This design comes from an exercise in tuning for small area, a short achievable clock period and few clock cycles per item on the open sky130 flow, not from production work. At most, simulation tests tie the RTL to the original design; equivalence was not proved.

==> inputs of trial 55 <==
Design nmea_core, start of the top module:
module nmea_core (
    input  wire       clk,
    input  wire       rst,
    input  wire       in_valid,
    output reg        in_ready,
    input  wire [9:0] in_beat,
    output reg        out_valid,
    input  wire       out_ready,
    output reg  [9:0] out_beat
);
Settings: LEC_CHECK=0, CAP_MARGIN=20, CORE_MARGIN=2, CORE_UTILIZATION=40, PLACE_DENSITY=0.6, SLEW_MARGIN=20; clock period 8.0 ns.
run.sh (not shown) runs the stock make flow with config.mk's settings and CLKGATE_MAP_FILE= SYNTH_SCRIPT=/design/flow/synth_recipe.tcl, a recipe that flattens the netlist after the stock synthesis.
==> trial 20 (differences from trial 55) <==
--- a/flow/design.v
+++ b/flow/design.v
@@ -3,19 +3,19 @@
     input  wire       rst,
     input  wire       in_valid,
     output reg        in_ready,
     input  wire [9:0] in_beat,
     output reg        out_valid,
     input  wire       out_ready,
     output reg  [9:0] out_beat
 );
-    localparam integer N  = 160;   
-    localparam integer D  = 86;    
-    localparam integer Q  = 4;     
+    localparam integer N  = 158;   
+    localparam integer D  = 76;    
+    localparam integer Q  = 3;     
     localparam [7:0] CH_LF  = 8'h0A;
     localparam [7:0] CH_CR  = 8'h0D;
     localparam [7:0] CH_DOL = 8'h24;
     localparam [7:0] CH_STR = 8'h2A;
     localparam [7:0] CH_COM = 8'h2C;
     function [7:0] inc;   
         input [7:0] a;
         inc = (a == N - 1) ? 8'd0 : a + 8'd1;
@@ -48,37 +48,39 @@
     reg  [1:0] occ;
     wire       acc  = in_valid && in_ready;
     reg        cons;              
     wire       hv   = (occ != 2'd0);
     always @(posedge clk)
         ring <= {ring[8*(N-1)-1:0], wr_en ? iq0[7:0] : ring_w};
     reg  [6:0] len;           
     reg  [6:0] sl;            
+    reg  [6:0] len_n, sl_n;
+    reg        len_z, len_le78, sl_z, sl_le78;   
+    reg        al;            
     reg        sdollar;       
     reg        lastcr;        
     reg        hpend;         
     reg  [7:0] lstart;        
     reg  [7:0] s0;            
     reg  [7:0] wp;            
     reg  [3:0] enabled;
     reg  [7:0] xr, xs;        
     reg        star, cs, fc, fcok;
     reg  [7:0] star_a;        
     reg  [7:0] fc_a;          
     reg  [1:0] ac;            
     reg        d1v, d1e, d2v, d2e;   
     reg  [3:0] m;             
     reg        c_ok;          
     reg        e_job, e_eos;
+    reg        pend_end;      
     localparam [2:0] RS_IDLE = 3'd0, RS_WS = 3'd1, RS_SS = 3'd2,
                      RS_JOB = 3'd3, RS_WH = 3'd4, RS_SH = 3'd5;
     reg  [2:0] rs;
-    reg  [7:0] rs_a;
-    reg  [6:0] rs_n;
     reg        rs_eos;
     reg  [1:0] q_t  [0:Q-1];
     reg  [7:0] q_f0 [0:Q-1];    
     reg  [7:0] q_f1 [0:Q-1];    
     reg  [3:0] q_e  [0:Q-1];    
     reg        q_m;             
     reg  [2:0] qc;
     reg  [7:0] tail_f1;
@@ -97,38 +99,39 @@
     wire       h_data = hv && !iq0[9];
     wire       h_last = iq0[8];
     wire [7:0] h_b    = iq0[7:0];
     wire       h_lf   = ic0[4];
     wire       h_cr   = ic0[3];
     wire       h_cmd  = hv && (iq0[9:8] == 2'b10);
     wire [6:0] len1 = (len == 7'd80) ? 7'd80 : len + 7'd1;
     wire [6:0] sl1  = (sl == 7'd80) ? 7'd80 : sl + 7'd1;
-    wire       sd1  = (sl == 7'd0) ? ic0[2] : sdollar;
-    wire       useful = (len <= 7'd78) || (sd1 && sl <= 7'd78);
-    wire       aligned = (len == 7'd0) || (W == wp);
+    wire       sd1  = sl_z ? ic0[2] : sdollar;
+    wire       useful = len_le78 || (sd1 && sl_le78);
+    wire       aligned = len_z || al;
     wire       q_room   = (qc + {2'b00, e_job}) < Q;
     wire       eos_room = (eos_tail <= 4'd13);
     reg        s1_job, s1_rare, s1_eos;
     always @* begin
         cons    = 1'b0;
         s1_job  = 1'b0;
         s1_rare = 1'b0;
         s1_eos  = 1'b0;
         v_go    = 1'b0;
         vb      = h_b;
         vc      = ic0;
         va      = W;
         wr_en   = 1'b0;
-        if (rs == RS_IDLE) begin
+        if (pend_end) begin
+        end else if (rs == RS_IDLE) begin
             if (h_data && !h_lf) begin
                 s1_eos  = h_last;
                 s1_job  = h_last && h_cr;
                 s1_rare = h_last && h_cr && hpend && sd1;
-                if ((!h_last || (eos_room && (!h_cr || q_room))) &&
+                if ((!h_last || (eos_room && (!s1_rare || q_room))) &&
                     (!useful || (aligned && w_free))) begin
                     cons  = 1'b1;
                     v_go  = 1'b1;
                     wr_en = useful;
                 end
             end else if (h_data) begin
                 s1_eos  = h_last;
                 s1_job  = (sl != 7'd0) && lastcr;
@@ -136,17 +139,17 @@
                 cons    = (!h_last || eos_room) && (!s1_job || q_room);
             end else if (h_cmd) begin
                 s1_eos = (h_b[7:4] == 4'h3);
                 cons   = !s1_eos || eos_room;
             end else begin
                 cons = hv;   
             end
         end else if (rs != RS_JOB) begin
-            v_go = (W == rs_a);
+            v_go = (W == wp);
             vb   = ring_w;
             vc   = bclass(ring_w);
         end
     end
     wire       can_out = !out_valid || out_ready;
     wire       q_any   = (qc != 3'd0);
     wire       hd_eos  = q_any && (q_e[0] != 4'd0);
     wire       hd_msg  = q_any && !hd_eos && !q_m;
@@ -230,145 +233,164 @@
                 7'd3: m <= {vb == "R", vb == "G", vb == "G", vb == "G"};
                 7'd4: m <= m & {vb == "M", vb == "S", vb == "N", vb == "G"};
                 7'd5: m <= m & {vb == "C", vb == "A", vb == "S", vb == "A"};
                 default: ;
             endcase
             c_ok <= cand_ok;
             wp   <= inc(va);
         end
+        len_n = len;
+        sl_n  = sl;
         e_job <= 1'b0;
         e_eos <= 1'b0;
+        if (pend_end && q_room) begin
+            pend_end <= 1'b0;
+            e_job    <= 1'b1;
+            e_eos    <= 1'b1;
+        end
         if (rst) begin
-            len     <= 7'd0;
-            sl      <= 7'd0;
+            pend_end <= 1'b0;
+            len_n     = 7'd0;
+            sl_n      = 7'd0;
             hpend   <= 1'b0;
             enabled <= 4'b1111;
             rs      <= RS_IDLE;
         end else begin
             case (rs)
                 RS_IDLE: if (cons) begin
                     if (h_data && !h_lf) begin
                         if (len == 7'd0) lstart <= W;
                         if (sl == 7'd0) s0 <= W;
                         sdollar <= sd1;
                         lastcr  <= h_cr;
                         if (!h_last) begin
-                            len <= len1;
-                            sl  <= sl1;
+                            len_n = len1;
+                            sl_n  = sl1;
                         end else begin
-                            sl <= 7'd0;
+                            sl_n = 7'd0;
                             if (s1_rare) begin
-                                len    <= 7'd0;
+                                len_n    = 7'd0;
                                 rs     <= (sl <= 7'd78) ? RS_WS : RS_JOB;
-                                rs_a   <= (sl == 7'd0) ? W : s0;
-                                rs_n   <= sl1;
+                                wp     <= (sl == 7'd0) ? W : s0;
+                                sl_n     = (sl <= 7'd78) ? sl1 : 7'd0;
                                 rs_eos <= 1'b1;
                                 c_ok   <= 1'b0;
                             end else begin
-                                e_job <= s1_job;
-                                e_eos <= 1'b1;
+                                e_job    <= s1_job && q_room;
+                                e_eos    <= !s1_job || q_room;
+                                pend_end <= s1_job && !q_room;
                                 if (h_cr || len >= 7'd79) begin
-                                    len <= 7'd0; hpend <= 1'b0;
+                                    len_n = 7'd0; hpend <= 1'b0;
                                 end else begin
-                                    len <= len1; hpend <= 1'b1;
+                                    len_n = len1; hpend <= 1'b1;
                                 end
                             end
                         end
                     end else if (h_data) begin
-                        sl <= 7'd0;
+                        sl_n = 7'd0;
                         if (s1_rare) begin
-                            len    <= 7'd0;
+                            len_n    = 7'd0;
                             rs     <= (sl <= 7'd79) ? RS_WS : RS_JOB;
-                            rs_a   <= s0;
-                            rs_n   <= sl;
+                            wp     <= s0;
+                            sl_n     = (sl <= 7'd79) ? sl : 7'd0;
                             rs_eos <= h_last;
                             c_ok   <= 1'b0;
                         end else begin
                             e_job <= s1_job;
                             e_eos <= h_last;
                             if (sl != 7'd0) begin
                                 if (lastcr || len > 7'd79) begin
-                                    len <= 7'd0; hpend <= 1'b0;
+                                    len_n = 7'd0; hpend <= 1'b0;
                                 end else begin
                                     hpend <= 1'b1;
                                 end
                             end
                         end
                     end else if (h_cmd) begin
                         case (h_b[7:4])
-                            4'h1: begin len <= 7'd0; hpend <= 1'b0; sl <= 7'd0; enabled <= 4'b1111; end
-                            4'h2: begin len <= 7'd0; hpend <= 1'b0; sl <= 7'd0; enabled <= h_b[3:0]; end
+                            4'h1: begin len_n = 7'd0; hpend <= 1'b0; sl_n = 7'd0; enabled <= 4'b1111; end
+                            4'h2: begin len_n = 7'd0; hpend <= 1'b0; sl_n = 7'd0; enabled <= h_b[3:0]; end
                             4'h3: e_eos <= 1'b1;
                             default: ;
                         endcase
                     end
                 end
                 RS_WS, RS_SS: begin
                     if (v_go) begin
-                        len  <= len1;
+                        len_n  = len1;
                         rs   <= RS_SS;
-                        rs_a <= inc(rs_a);
-                        rs_n <= rs_n - 7'd1;
-                        if (rs_n == 7'd1) rs <= RS_JOB;
+                        sl_n   = sl - 7'd1;
+                        if (sl == 7'd1) rs <= RS_JOB;
                     end
                 end
                 RS_JOB: begin
                     e_job <= 1'b1;
                     e_eos <= rs_eos;
                     rs    <= RS_WH;
-                    rs_a  <= lstart;
-                    len   <= 7'd0;
+                    wp    <= lstart;
+                    len_n   = 7'd0;
                 end
                 RS_WH, RS_SH: begin
                     if (v_go) begin
-                        len  <= len1;
+                        len_n  = len1;
                         rs   <= RS_SH;
-                        rs_a <= inc(rs_a);
-                        if (inc(rs_a) == s0) rs <= RS_IDLE;
+                        if (inc(wp) == s0) rs <= RS_IDLE;
                     end
                 end
                 default: rs <= RS_IDLE;
             endcase
         end
+        len      <= len_n;
+        sl       <= sl_n;
+        len_z    <= (len_n == 7'd0);
+        len_le78 <= (len_n <= 7'd78);
+        sl_z     <= (sl_n == 7'd0);
+        sl_le78  <= (sl_n <= 7'd78);
+        al       <= v_go || (inc(W) == wp);
         if (rst) begin
             qc        <= 3'd0;
             q_m       <= 1'b0;
             eos_tail  <= 4'd0;
             out_valid <= 1'b0;
             out_beat  <= 10'd0;
             w_free    <= 1'b1;
         end else begin
             if (can_out && hd_eos) q_e[0] <= q_e[0] - 4'd1;
-            if (can_out && hd_msg) q_m <= 1'b1;
+            if (can_out && hd_msg) begin
+                q_m     <= 1'b1;
+                q_f0[0] <= inc(q_f0[0]);    
+            end
             if (can_out && hd_fld) q_f0[0] <= inc(q_f0[0]);
             if (deq) begin
                 q_m <= 1'b0;
                 for (k = 0; k < Q - 1; k = k + 1) begin
                     q_t[k]  <= q_t[k+1];
                     q_f0[k] <= q_f0[k+1];
                     q_f1[k] <= q_f1[k+1];
                     q_e[k]  <= q_e[k+1];
                 end
             end
             if (st2_job) begin
                 for (k = 0; k < Q; k = k + 1)
                     if (q_wi == k) begin
                         q_t[k]  <= {m[3] | m[2], m[3] | m[1]};
-                        q_f0[k] <= inc(fc_a);
+                        q_f0[k] <= fc_a;
                         q_f1[k] <= star_a;
                         q_e[k]  <= eos_tail_dec;
                     end
                 tail_f1  <= star_a;
                 eos_tail <= {3'd0, e_eos};
             end else begin
                 eos_tail <= eos_tail_dec + {3'd0, e_eos};
             end
             qc <= q_wi + {2'd0, st2_job};
-            w_free <= !q_any || !in_range(inc(W), q_f0[0], tail_f1);
+            w_free <= (!q_any || !in_range(inc(W), q_f0[0], tail_f1)) &&
+                      !(c_ok && (e_job || (rs == RS_IDLE && h_data && h_lf && lastcr)) &&
+                        in_range(inc(W), fc_a, star_a));
             if (emit) begin
                 out_valid <= 1'b1;
                 out_beat  <= hd_msg ? {2'b10, 6'd0, q_t[0]} :
                              hd_fld ? {2'b00, ring_r} : 10'h300;
             end else if (out_ready) begin
                 out_valid <= 1'b0;
             end
         end
==> flow/config.mk (replaced) <==
export PLATFORM = sky130hd
export DESIGN_NAME = nmea_core
export DESIGN_NICKNAME = nmea_core
export VERILOG_FILES = /design/flow/design.v
export SDC_FILE = /design/flow/constraint.sdc
export NUM_CORES = 4
export LEC_CHECK = 0
export CAP_MARGIN = 20
export CORE_MARGIN = 2
export CORE_UTILIZATION = 40
export CTS_BUF_LIST = sky130_fd_sc_hd__clkbuf_16
export CTS_CLUSTER_DIAMETER = 80
export CTS_CLUSTER_SIZE = 30
export PLACE_DENSITY = 0.6
export SETUP_SLACK_MARGIN = 5.0
export SLEW_MARGIN = 20
==> comparison table <==
Result of the run: trial 20 timing/DRC/antenna clean; trial 55 timing/DRC/antenna clean
Post-synthesis share of cell area spent on full adders, half adders and majority gates: trial 20 2.77%; trial 55 1.87%
Worst Max-Slew Pin Slew: trial 20 794 ps; trial 55 1070 ps
Met2 wire length: trial 20 29.0 mm; trial 55 27.2 mm
Pin count of the biggest net entering global routing: trial 20 62; trial 55 63
Drt wl/cell: trial 20 16.2 um; trial 55 15.1 um
Fraction of layout instances using a drive strength above 1: trial 20 14.3%; trial 55 9.38%
Max stage delay on crit path: trial 20 570 ps; trial 55 870 ps
Xor/xnor share of the synthesized area: trial 20 1.96%; trial 55 1.91%
Layout overhead on the synthesized area: trial 20 15.2%; trial 55 16.2%
Core occupancy in the finished layout: trial 20 46.5%; trial 55 47.0%
Count of unique library cells instantiated by Yosys: trial 20 78; trial 55 85
Worst skew pair latency: trial 20 640 ps; trial 55 750 ps
Placed Instance Area: trial 20 41500 um^2; trial 55 43000 um^2
Non-clock buffering overhead: trial 20 3.66%; trial 55 0.714%
Detailed Routing Iterations Pass 1: trial 20 6; trial 55 5
Antenna violations before repair: trial 20 9; trial 55 0
Cell count after synthesis: trial 20 2742; trial 55 2824
Reg-to-reg setup timing slack: trial 20 4910 ps; trial 55 3270 ps
Endpoint of the lowest-slack register-to-register path: trial 20 len_z$_DFF_P_; trial 55 d2e$_DFFE_PP_
Min-Delay Endpoint: trial 20 ring[679]$_DFF_P_; trial 55 ring[791]$_DFF_P_
Testbench counts of trial 20, summed over its fixed seeds: cycles 146,334, bytes 145,071.
Function not checked in trial 55: the RTL went through the layout flow alone.

## afterwards: timing with drivers on the ports
In the flow no input, the clock included, has a driving cell. The finished layouts below were timed again as built, in two steps. Step 1, drivers: a clkbuf_16 drives clk and a buf_2 each remaining input, both assumed. Step 2 also shifts input and output timing later by t, the mid clock arrival at the registers, as if the neighbouring blocks saw the same clock. Three values: ideal, step 1, step 2; two values: the first two.
run | shift t [ns] | setup WS [ns] | worst setup path after step 2 | clock arrival spread, ns
trial 55 | 0.802 | 3.271 / 3.271 / 3.271 | register to register | 0.051 / 0.051
trial 20 | 0.693 | 4.912 / 4.912 / 4.473 | input to register | 0.036 / 0.036
After both steps every run listed still meets setup and hold. For trial 20, which loses most, drivers alone change the setup slack by 0.000 ns; drivers and shift together by -0.439 ns.
